Background: an optimization exercise with open tools, aiming at small area, a short achievable clock period and few clock cycles. Do not read the settings as production practice.
In this exercise RTL edits were held to simulation tests only and were not proved equivalent to the original.
Power and IR drop assume default switching activity.

==> design/flow/design.v <==
module fcv_crc8 (
    input  wire [7:0] crc_in,
    input  wire [7:0] data,
    output wire [7:0] crc_out
);
    reg [7:0] c;
    integer i;
    always @(*) begin
        c = crc_in ^ data;
        for (i = 0; i < 8; i = i + 1)
            c = c[0] ? ((c >> 1) ^ 8'h8C) : (c >> 1);
    end
    assign crc_out = c;
endmodule
module fcv_fifo #(
    parameter DEPTH = 32,
    parameter AW    = 5
) (
    input  wire        clk,
    input  wire        rst,
    input  wire        clear,
    input  wire        push,
    input  wire [7:0]  din,
    input  wire        pop,
    output wire [7:0]  dout,
    output reg  [15:0] count
);
    reg [7:0]    mem [0:DEPTH-1];
    reg [AW-1:0] rd_ptr;
    reg [AW-1:0] wr_ptr;
    wire do_push = push && (count < DEPTH);
    wire do_pop  = pop && (count != 0);
    assign dout = mem[rd_ptr];
    always @(posedge clk) begin
        if (do_push)
            mem[wr_ptr] <= din;
    end
    always @(posedge clk) begin
        if (rst || clear) begin
            rd_ptr <= 0;
            wr_ptr <= 0;
            count  <= 16'd0;
        end else begin
            if (do_push)
                wr_ptr <= (wr_ptr == DEPTH-1) ? {AW{1'b0}} : wr_ptr + 1'b1;
            if (do_pop)
                rd_ptr <= (rd_ptr == DEPTH-1) ? {AW{1'b0}} : rd_ptr + 1'b1;
            count <= count + {15'd0, do_push} - {15'd0, do_pop};
        end
    end
endmodule
module fcv_top (
    input  wire        clk,
    input  wire        rst,
    input  wire        req,
    input  wire        we,
    input  wire [3:0]  addr,
    input  wire [31:0] wdata,
    output wire        ack,
    output reg  [31:0] rdata,
    input  wire        rx_valid,
    input  wire [7:0]  rx_data,
    output wire        tx_valid,
    output wire [7:0]  tx_data,
    input  wire        tx_ready
);
    localparam RXQ_DEPTH     = 32;
    localparam TXQ_DEPTH     = 32;
    localparam RESET_VARIANT = 1'b1;    
    localparam [71:0] T115_STOP    = 72'h00_00_00_00_00_00_00_64_00;
    localparam [71:0] T115_CONTROL = 72'h00_00_00_00_00_00_00_00_00;
    localparam [71:0] T115_CHGID   = 72'h00_00_00_00_00_00_00_55_00;
    localparam [71:0] T115_CHGMODE = 72'h00_00_00_00_00_00_00_A0_00;
    localparam [71:0] T115_IDCHECK = 72'h00_00_00_00_00_00_00_64_C8;
    localparam [71:0] T115_REQINFO = 72'h00_00_00_00_00_00_00_74_00;
    localparam [71:0] T210_STOP    = 72'h00_02_00_00_00_00_00_64_00;
    localparam [71:0] T210_CONTROL = 72'h00_0A_00_00_00_00_00_00_00;
    localparam [71:0] T210_CHGID   = 72'h00_00_00_00_00_00_53_55_AA;
    localparam [71:0] T210_CHGMODE = 72'h00_00_00_00_00_00_00_A0_00;
    localparam [71:0] T210_IDCHECK = 72'h00_00_00_00_00_00_00_64_FF;
    localparam [71:0] T210_REQINFO = 72'h00_00_00_00_00_01_00_74_00;
    localparam A_CMD = 4'd0, A_ARG = 4'd1, A_STATUS = 4'd2, A_QSTAT = 4'd3,
               A_CAP = 4'd4, A_CRCR = 4'd5, A_DECR = 4'd6, A_FB0 = 4'd7,
               A_FB1 = 4'd8, A_FB2 = 4'd9, A_RF0 = 4'd10, A_RF1 = 4'd11,
               A_RF2 = 4'd12, A_RF3 = 4'd13, A_RF4 = 4'd14, A_RF5 = 4'd15;
    localparam OP_NOP = 8'h00, OP_CRCCLR = 8'h01, OP_CRCUPD = 8'h02,
               OP_CRCFB = 8'h03, OP_VALIDATE = 8'h04, OP_DECS16 = 8'h05,
               OP_DECS32 = 8'h06, OP_STOP = 8'h10, OP_CONTROL = 8'h11,
               OP_CHGID = 8'h12, OP_CHGMODE = 8'h13, OP_IDCHECK = 8'h14,
               OP_REQINFO = 8'h15, OP_SETVAR = 8'h18, OP_POLL = 8'h20,
               OP_RXFLUSH = 8'h21;
    localparam S_IDLE = 3'd0, S_ACK = 3'd1, S_CRC = 3'd2, S_ENC = 3'd3,
               S_POLL = 3'd4, S_PDEC = 3'd5;
    reg [2:0]  state;
    reg [3:0]  idx;
    reg        is_validate;
    reg        is_reqinfo;
    reg [31:0] arg;
    reg [79:0] fb;           
    reg [7:0]  crcr;
    reg [31:0] decr;
    reg [31:0] rf0, rf1, rf2, rf3, rf4, rf5;
    reg [3:0]  kind;
    reg        valid;
    reg        pending;
    reg        variant;
    reg        rxovf;
    reg [3:0]  err;
    wire [7:0] opc = wdata[7:0];
    wire [7:0] a8  = wdata[15:8];
    wire [7:0] b8  = wdata[23:16];
    wire [15:0] rx_count, tx_count;
    wire [7:0]  rx_dout;
    reg         rx_pop, rx_clear;
    reg         tx_push;
    reg  [7:0]  tx_din;
    fcv_fifo #(.DEPTH(RXQ_DEPTH), .AW(5)) u_rxq (
        .clk(clk), .rst(rst), .clear(rx_clear),
        .push(rx_valid), .din(rx_data),
        .pop(rx_pop), .dout(rx_dout), .count(rx_count)
    );
    fcv_fifo #(.DEPTH(TXQ_DEPTH), .AW(5)) u_txq (
        .clk(clk), .rst(rst), .clear(1'b0),
        .push(tx_push), .din(tx_din),
        .pop(tx_valid && tx_ready), .dout(tx_data), .count(tx_count)
    );
    assign tx_valid = (tx_count != 16'd0);
    assign ack      = (state == S_ACK);
    wire [7:0] fb_byte = fb[idx*8 +: 8];
    reg  [7:0] crc_data;
    wire [7:0] crc_next;
    fcv_crc8 u_crc (.crc_in(crcr), .data(crc_data), .crc_out(crc_next));
    always @(*) begin
        case (state)
            S_IDLE:  crc_data = a8;
            S_POLL:  crc_data = rx_dout;
            default: crc_data = fb_byte;
        endcase
    end
    function [7:0] fbyte(input [79:0] f, input [3:0] k);
        fbyte = f[k*8 +: 8];
    endfunction
    function [31:0] dec16(input [7:0] hi, input [7:0] lo);
        dec16 = {{16{hi[7]}}, hi, lo};
    endfunction
    reg [71:0] tpl;
    always @(*) begin
        case ({variant, opc})
            {1'b0, OP_STOP}:    tpl = T115_STOP;
            {1'b0, OP_CONTROL}: tpl = T115_CONTROL;
            {1'b0, OP_CHGID}:   tpl = T115_CHGID;
            {1'b0, OP_CHGMODE}: tpl = T115_CHGMODE;
            {1'b0, OP_IDCHECK}: tpl = T115_IDCHECK;
            {1'b0, OP_REQINFO}: tpl = T115_REQINFO;
            {1'b1, OP_STOP}:    tpl = T210_STOP;
            {1'b1, OP_CONTROL}: tpl = T210_CONTROL;
            {1'b1, OP_CHGID}:   tpl = T210_CHGID;
            {1'b1, OP_CHGMODE}: tpl = T210_CHGMODE;
            {1'b1, OP_IDCHECK}: tpl = T210_IDCHECK;
            {1'b1, OP_REQINFO}: tpl = T210_REQINFO;
            default:            tpl = 72'd0;
        endcase
    end
    reg [71:0] frame;
    always @(*) begin
        frame = tpl;
        if (opc != OP_IDCHECK)
            frame[7:0] = a8;
        if (opc == OP_CONTROL) begin
            frame[15:8]  = b8;
            frame[23:16] = arg[15:8];
            frame[31:24] = arg[7:0];
        end
        if (opc == OP_CHGMODE)
            frame[23:16] = b8;
    end
    reg [31:0] rmux;
    always @(*) begin
        case (addr)
            A_ARG:    rmux = arg;
            A_STATUS: rmux = {20'd0, err, rxovf, variant, pending, valid, kind};
            A_QSTAT:  rmux = {tx_count, rx_count};
            A_CAP:    rmux = {TXQ_DEPTH[15:0], RXQ_DEPTH[15:0]};
            A_CRCR:   rmux = {24'd0, crcr};
            A_DECR:   rmux = decr;
            A_FB0:    rmux = fb[31:0];
            A_FB1:    rmux = fb[63:32];
            A_FB2:    rmux = {16'd0, fb[79:64]};
            A_RF0:    rmux = rf0;
            A_RF1:    rmux = rf1;
            A_RF2:    rmux = rf2;
            A_RF3:    rmux = rf3;
            A_RF4:    rmux = rf4;
            A_RF5:    rmux = rf5;
            default:  rmux = 32'd0;
        endcase
    end
    always @(*) begin
        rx_pop   = (state == S_POLL);
        rx_clear = (state == S_IDLE) && req && we && (addr == A_CMD) && (opc == OP_RXFLUSH);
        tx_push  = (state == S_ENC);
        tx_din   = (idx == 4'd9) ? crcr : fb_byte;
    end
    wire [7:0] f1 = fb[15:8],  f2 = fb[23:16], f3 = fb[31:24], f4 = fb[39:32];
    wire [7:0] f5 = fb[47:40], f6 = fb[55:48], f7 = fb[63:56], f8 = fb[71:64];
    wire [7:0] f9 = fb[79:72];
    always @(posedge clk) begin
        if (rst) begin
            state       <= S_IDLE;
            idx         <= 4'd0;
            is_validate <= 1'b0;
            is_reqinfo  <= 1'b0;
            rdata       <= 32'd0;
            arg         <= 32'd0;
            fb          <= 80'd0;
            crcr        <= 8'd0;
            decr        <= 32'd0;
            rf0 <= 32'd0; rf1 <= 32'd0; rf2 <= 32'd0;
            rf3 <= 32'd0; rf4 <= 32'd0; rf5 <= 32'd0;
            kind        <= 4'd0;
            valid       <= 1'b0;
            pending     <= 1'b0;
            variant     <= RESET_VARIANT;
            rxovf       <= 1'b0;
            err         <= 4'd0;
        end else begin
            if (rx_valid && (rx_count == RXQ_DEPTH))
                rxovf <= 1'b1;
            case (state)
            S_IDLE: if (req) begin
                state <= S_ACK;
                if (!we) begin
                    rdata <= rmux;
                end else begin
                    case (addr)
                    A_ARG: arg <= wdata;
                    A_FB0: fb[31:0]  <= wdata;
                    A_FB1: fb[63:32] <= wdata;
                    A_FB2: fb[79:64] <= wdata[15:0];
                    A_CMD: begin
                        case (opc)
                        OP_NOP: err <= 4'd0;
                        OP_CRCCLR: begin
                            crcr <= 8'd0;
                            err  <= 4'd0;
                        end
                        OP_CRCUPD: begin
                            crcr <= crc_next;
                            err  <= 4'd0;
                        end
                        OP_CRCFB, OP_VALIDATE: begin
                            crcr        <= 8'd0;
                            idx         <= 4'd0;
                            is_validate <= (opc == OP_VALIDATE);
                            state       <= S_CRC;
                        end
                        OP_DECS16: begin
                            if (a8 > 8'd8) begin
                                err <= 4'd2;
                            end else begin
                                decr <= dec16(fbyte(fb, a8[3:0]), fbyte(fb, a8[3:0] + 4'd1));
                                err  <= 4'd0;
                            end
                        end
                        OP_DECS32: begin
                            if (a8 > 8'd6) begin
                                err <= 4'd2;
                            end else begin
                                decr <= {fbyte(fb, a8[3:0]), fbyte(fb, a8[3:0] + 4'd1),
                                         fbyte(fb, a8[3:0] + 4'd2), fbyte(fb, a8[3:0] + 4'd3)};
                                err  <= 4'd0;
                            end
                        end
                        OP_STOP, OP_CONTROL, OP_CHGID, OP_CHGMODE, OP_IDCHECK, OP_REQINFO: begin
                            if (TXQ_DEPTH - tx_count < 10) begin
                                err <= 4'd1;
                            end else begin
                                fb[71:0]   <= frame;
                                crcr       <= 8'd0;
                                idx        <= 4'd0;
                                is_reqinfo <= (opc == OP_REQINFO);
                                state      <= S_ENC;
                            end
                        end
                        OP_SETVAR: begin
                            if (arg == 32'd115)
                                variant <= 1'b0;
                            else if (arg == 32'd210)
                                variant <= 1'b1;
                            err <= 4'd0;
                        end
                        OP_POLL: begin
                            err <= 4'd0;
                            if (rx_count < 16'd10) begin
                                kind <= 4'd0;
                            end else begin
                                crcr  <= 8'd0;
                                idx   <= 4'd0;
                                state <= S_POLL;
                            end
                        end
                        OP_RXFLUSH: begin
                            rxovf <= 1'b0;
                            err   <= 4'd0;
                        end
                        default: ;   
                        endcase
                    end
                    default: ;   
                    endcase
                end
            end
            S_CRC: begin
                crcr <= crc_next;
                idx  <= idx + 4'd1;
                if (idx == 4'd8) begin
                    if (is_validate)
                        valid <= (crc_next == f9);
                    err   <= 4'd0;
                    state <= S_ACK;
                end
            end
            S_ENC: begin
                idx <= idx + 4'd1;
                if (idx != 4'd9) begin
                    crcr <= crc_next;
                end else begin
                    fb[79:72] <= crcr;
                    if (is_reqinfo)
                        pending <= 1'b1;
                    err   <= 4'd0;
                    state <= S_ACK;
                end
            end
            S_POLL: begin
                fb[idx*8 +: 8] <= rx_dout;
                idx <= idx + 4'd1;
                if (idx != 4'd9)
                    crcr <= crc_next;
                else
                    state <= S_PDEC;
            end
            S_PDEC: begin
                state <= S_ACK;
                valid <= (crcr == f9);
                rf0 <= 32'd0; rf1 <= 32'd0; rf2 <= 32'd0;
                rf3 <= 32'd0; rf4 <= 32'd0; rf5 <= 32'd0;
                if (crcr != f9) begin
                    kind <= 4'd5;                     
                end else if (variant) begin
                    if (f1 == 8'h64) begin            
                        kind    <= 4'd1;
                        rf0     <= dec16(f2, f3);
                        rf1     <= dec16(f4, f5);
                        rf2     <= {24'd0, f6};
                        rf3     <= {24'd0, f7};
                        rf4     <= {24'd0, f8};
                        pending <= 1'b0;
                    end else if (f1 == 8'h74) begin   
                        kind    <= 4'd2;
                        rf0     <= {f2, f3, f4, f5};
                        rf1     <= dec16(f6, f7);
                        rf2     <= {24'd0, f8};
                        pending <= 1'b0;
                    end else begin
                        kind    <= 4'd6;              
                    end
                end else begin
                    rf0     <= {24'd0, f1};
                    rf1     <= dec16(f2, f3);
                    rf2     <= dec16(f4, f5);
                    rf3     <= {24'd0, f6};
                    if (pending) begin                
                        kind <= 4'd4;
                        rf4  <= {24'd0, f7};
                        rf5  <= {24'd0, f8};
                    end else begin                    
                        kind <= 4'd3;
                        rf4  <= {24'd0, f8};
                    end
                    pending <= 1'b0;
                end
            end
            S_ACK: state <= S_IDLE;
            default: state <= S_IDLE;
            endcase
        end
    end
endmodule
==> design/flow/run.sh <==
#!/bin/bash
# synth_recipe.tcl (not shown) runs the flow's synth.tcl, then flattens the netlist and writes it again
# the make line also repeats each setting of config.mk as NAME=value (left out here)
make -C /OpenROAD-flow-scripts/flow DESIGN_CONFIG=/design/flow/config.mk WORK_HOME=/design/flow/orfs CLKGATE_MAP_FILE= SYNTH_SCRIPT=/design/flow/synth_recipe.tcl finish
==> design/flow/config.mk <==
export PLATFORM = sky130hd
export DESIGN_NAME = fcv_top
export DESIGN_NICKNAME = fcv_top
export VERILOG_FILES = /design/flow/design.v
export SDC_FILE = /design/flow/constraint.sdc
export NUM_CORES = 4
export LEC_CHECK = 0
export CAP_MARGIN = 20
export CORE_MARGIN = 2
export CORE_UTILIZATION = 25
export PLACE_DENSITY = 0.45
export SLEW_MARGIN = 20
==> design/flow/constraint.sdc <==
create_clock -name core_clock -period 5.0 [get_ports {clk}]
set_input_delay 1.0000 -clock core_clock [delete_from_list [all_inputs] [get_ports {clk}]]
set_output_delay 1.0000 -clock core_clock [all_outputs]
set_load 0.01 [all_outputs]
==> summary.txt <==
-- critical path, stage by stage, from the launching register on --
cell,delay [ns]
dfxtp_4,0.56
buf_12,0.36
mux4_2,0.61
mux4_2,0.49
mux2_2,0.32
clkdlybuf4s50_1,0.51
-- area by class of cell --
class                      count  area [µm²]
clock inverter                43       545.5
antenna                        6       15.01
timing repair buffer         296        2532
multi-input combinational   2626       19200
inverter                     118       442.9
tap                         2310        2890
sequential                   864       22440
clock buffer                 141        2775
fill                       17750      121100
-- final timing paths --
path | slack, ns | from | depth (start not counted) | endpoint
max | 0.41 | register | 5 | tx_data[1]
max reg2reg | 0.55 | u_rxq.count[12] | 22 | u_rxq.count[15]
min | 0.45 | rf0[28] | 2 | rf0[28]
min reg2reg | 0.45 | rf0[28] | 2 | rf0[28]
-- stage by stage --
step	worst slack [ns]	util	hold WS [ns]	area, µm²	instances
final	0.4095	0.2957	0.4516	50840	6404
after detailed placement	0.4228	0.2763	0.4437	47500	6214
after floorplan	0.7553	-	0.4313	43340	3956
after CTS	0.3085	0.2956	0.4516	50820	6398
after global routing	0.01249	0.2956	0.4642	50820	6398
after global placement	0.3907	0.2763	0.4390	47500	6214
-- per-layer routing --
| metal | global-route usage | vias up | part of all wire |
|---|---|---|---|
| met5 | 0 | - | 0.00016 |
| li1 | - | 15030 | - |
| met2 | 0.2913 | 1818 | 0.43 |
| met3 | 0.04832 | 430 | 0.094 |
| met1 | 0.2624 | 17190 | 0.42 |
| met4 | 0.1002 | 4 | 0.056 |
-- cell usage in the layout (no fill, tap or decap), types with 116 or more instances in the layout --
master,Yosys,final
edfxtp_1,512,512
nand2_1,349,349
o21ai_0,135,135
a22oi_1,178,178
nor2_1,430,417
dfxtp_1,352,346
a21oi_1,292,289
mux4_2,177,177
buf_4,5,198
inv_1,116,116
-- power groups by stage --
stage                     clock, W  sequential [W]  combinational [W]
final                      0.00742         0.00781            0.00280
after global routing       0.00783         0.00783            0.00308
after CTS                  0.00756         0.00781            0.00279
after detailed placement         0         0.00796            0.00277
after global placement           0         0.00795            0.00282
after floorplan                  0         0.00789            0.00196
-- logic make-up after synthesis --
group	share of synthesized area
compound gates	0.1566
xor+xnor	0.01773
fa+ha+maj	0.02489
buf+inv	0.04273
flops	0.5174
mux	0.1243
simple gates	0.1164
-- sequential cells by signal, summed over array words and instances (netlist names), 5 cells and up, named ones only --
name / count
arg: 32
crcr: 8
decr: 32
fb: 80
rdata: 32
rf0: 32
rf1: 16
rf2: 16
rf3: 8
rf4: 8
rf5: 8
u_rxq.count: 16
u_rxq.mem: 256
u_rxq.rd_ptr: 5
u_rxq.wr_ptr: 5
u_txq.count: 16
u_txq.mem: 256
u_txq.rd_ptr: 5
u_txq.wr_ptr: 5
==> impl_metrics.env <==
export IMPL_outcome="finished clean"
export IMPL_insertion_delay_ns=0.76
export IMPL_slew_headroom=0.2237
export IMPL_fin_crit_sh=0.9181
export IMPL_crit_required_ns=4.00
export IMPL_viasPerCell=5.383
export IMPL_max_cap_violations=0
export IMPL_dp_hpwl_mm=121.5
export IMPL_p_clk_frac=0.411
export IMPL_swShare=0.2777
export IMPL_yosysTopAreaCell="edfxtp_1"
export IMPL_rsz0062_at_grt="false"
export IMPL_io_pins=92
export IMPL_drt_iter0_markers=4460
export IMPL_setup_viol=0
export IMPL_place_port_buffers=91
export IMPL_hold_violations=0
export IMPL_async_flop_share=0
export IMPL_h_tree_depth=3
export IMPL_cts_tree="done"
export IMPL_ys_ff_latch=864
export IMPL_wl_mm=177.2
export IMPL_syn_to_final_growth_pct=17.31
export IMPL_synthesis_area_um2=43340
export IMPL_p_seq_frac=0.433
export IMPL_core_area_um2=171900
export IMPL_grt_pass1_vias=33020
export IMPL_ir_worst_vdd_uv=324.4
export IMPL_internal_power_w=0.01303
export IMPL_p_leak_nw=16.26
export IMPL_cts_buffers=99
export IMPL_cts_setup_buffers=0
export IMPL_synth_seq_area_share=0.5174
export IMPL_synth_avg_cell_area_um2=10.95
export IMPL_synth_commonest_cells="edfxtp_1, nor2_1, dfxtp_1"
export IMPL_track_usage=0.1957
export IMPL_endpoint_kind="output pin"
export IMPL_drive_gt1_frac=0.1509
export IMPL_syn_inst=3956
export IMPL_clk_pin_slew_ns=0.06
export IMPL_fin_setup_tns_ns=0
export IMPL_min_period_ns=4.590
export IMPL_critPathMaxFanout=40
export IMPL_dr_total_vias=34470
export IMPL_skew_ns=0.08167
export IMPL_synth_cell_types=86
export IMPL_row_count=152
export IMPL_switchingPower_w=0.005009
export IMPL_syn_nets=4091
export IMPL_nets=4140
export IMPL_yosys_top_cells_area="edfxtp_1, dfxtp_1, mux4_2"
export IMPL_grt_max_degree=136
export IMPL_cp_start_kind="register"
export IMPL_grt_pass1_wl_mm=249.7
export IMPL_die_w_um=420.4
export IMPL_grt_remaining_overflow=0
export IMPL_dieArea_um2=176700
export IMPL_dr_pass1_iters=8
export IMPL_drt_antenna_violating_nets=0
export IMPL_hp_class="reg -> reg"
export IMPL_cts_resized=0
export IMPL_synth_top_area_frac=0.3548
export IMPL_start_util=0.2521
export IMPL_power_density_nw_per_um2=354.8
export IMPL_antenna_found_initial=11
export IMPL_yosys_most_used_dff="edfxtp_1"
export IMPL_fmax_mhz=217.8
export IMPL_synth_edf_count=512
export IMPL_cts_sinks=864
export IMPL_yosysMostFrequentCell="edfxtp_1"
export IMPL_wl_per_cell_um=27.67
export IMPL_yosysWarnings=3
export IMPL_ctsHoldBuffers=0
export IMPL_worst_pin_slew_ns=1.163
export IMPL_clockBufferDepth=3
export IMPL_arrival_ns=3.59
export IMPL_p_comb_frac=0.155
export IMPL_path_class="reg -> out"
export IMPL_power_w=0.01804
export IMPL_die_h_um=420.4
export IMPL_cts_root_buffer="clkbuf_16"
export IMPL_globalplace_congestion=0.9966
export IMPL_drv_slew=0
export IMPL_route_detailed_drc=0
Testbench counts, summed over its fixed seeds: cycles 40,686.

==> static timing again, ports no longer ideal <==
In the flow no input, the clock included, has a driving cell. The finished layout below was timed again as built, in two steps.
Step 1 sets driving cells, clkbuf_16 on the clock port and buf_2 on the other inputs (assumed; they add their load-dependent delay and slew).
Step 2 adds t to the input delays and takes it off the output delays; t is the mean of the earliest and latest rising clock arrival at the registers after step 1. Input paths then give back, and output paths get back, about the clock's delay inside the block.
Three values: ideal, step 1, step 2; two values: the first two.
t (ns): 0.807
setup WS [ns]: 0.410 / 0.326 / 0.373
clock arrival spread, ns: 0.089 / 0.089
slew at the worst register clock pin (ns): 0.07 / 0.07
After both steps this run still meets setup and hold. For this run, drivers alone change the setup slack by -0.084 ns; drivers and shift together by -0.037 ns.
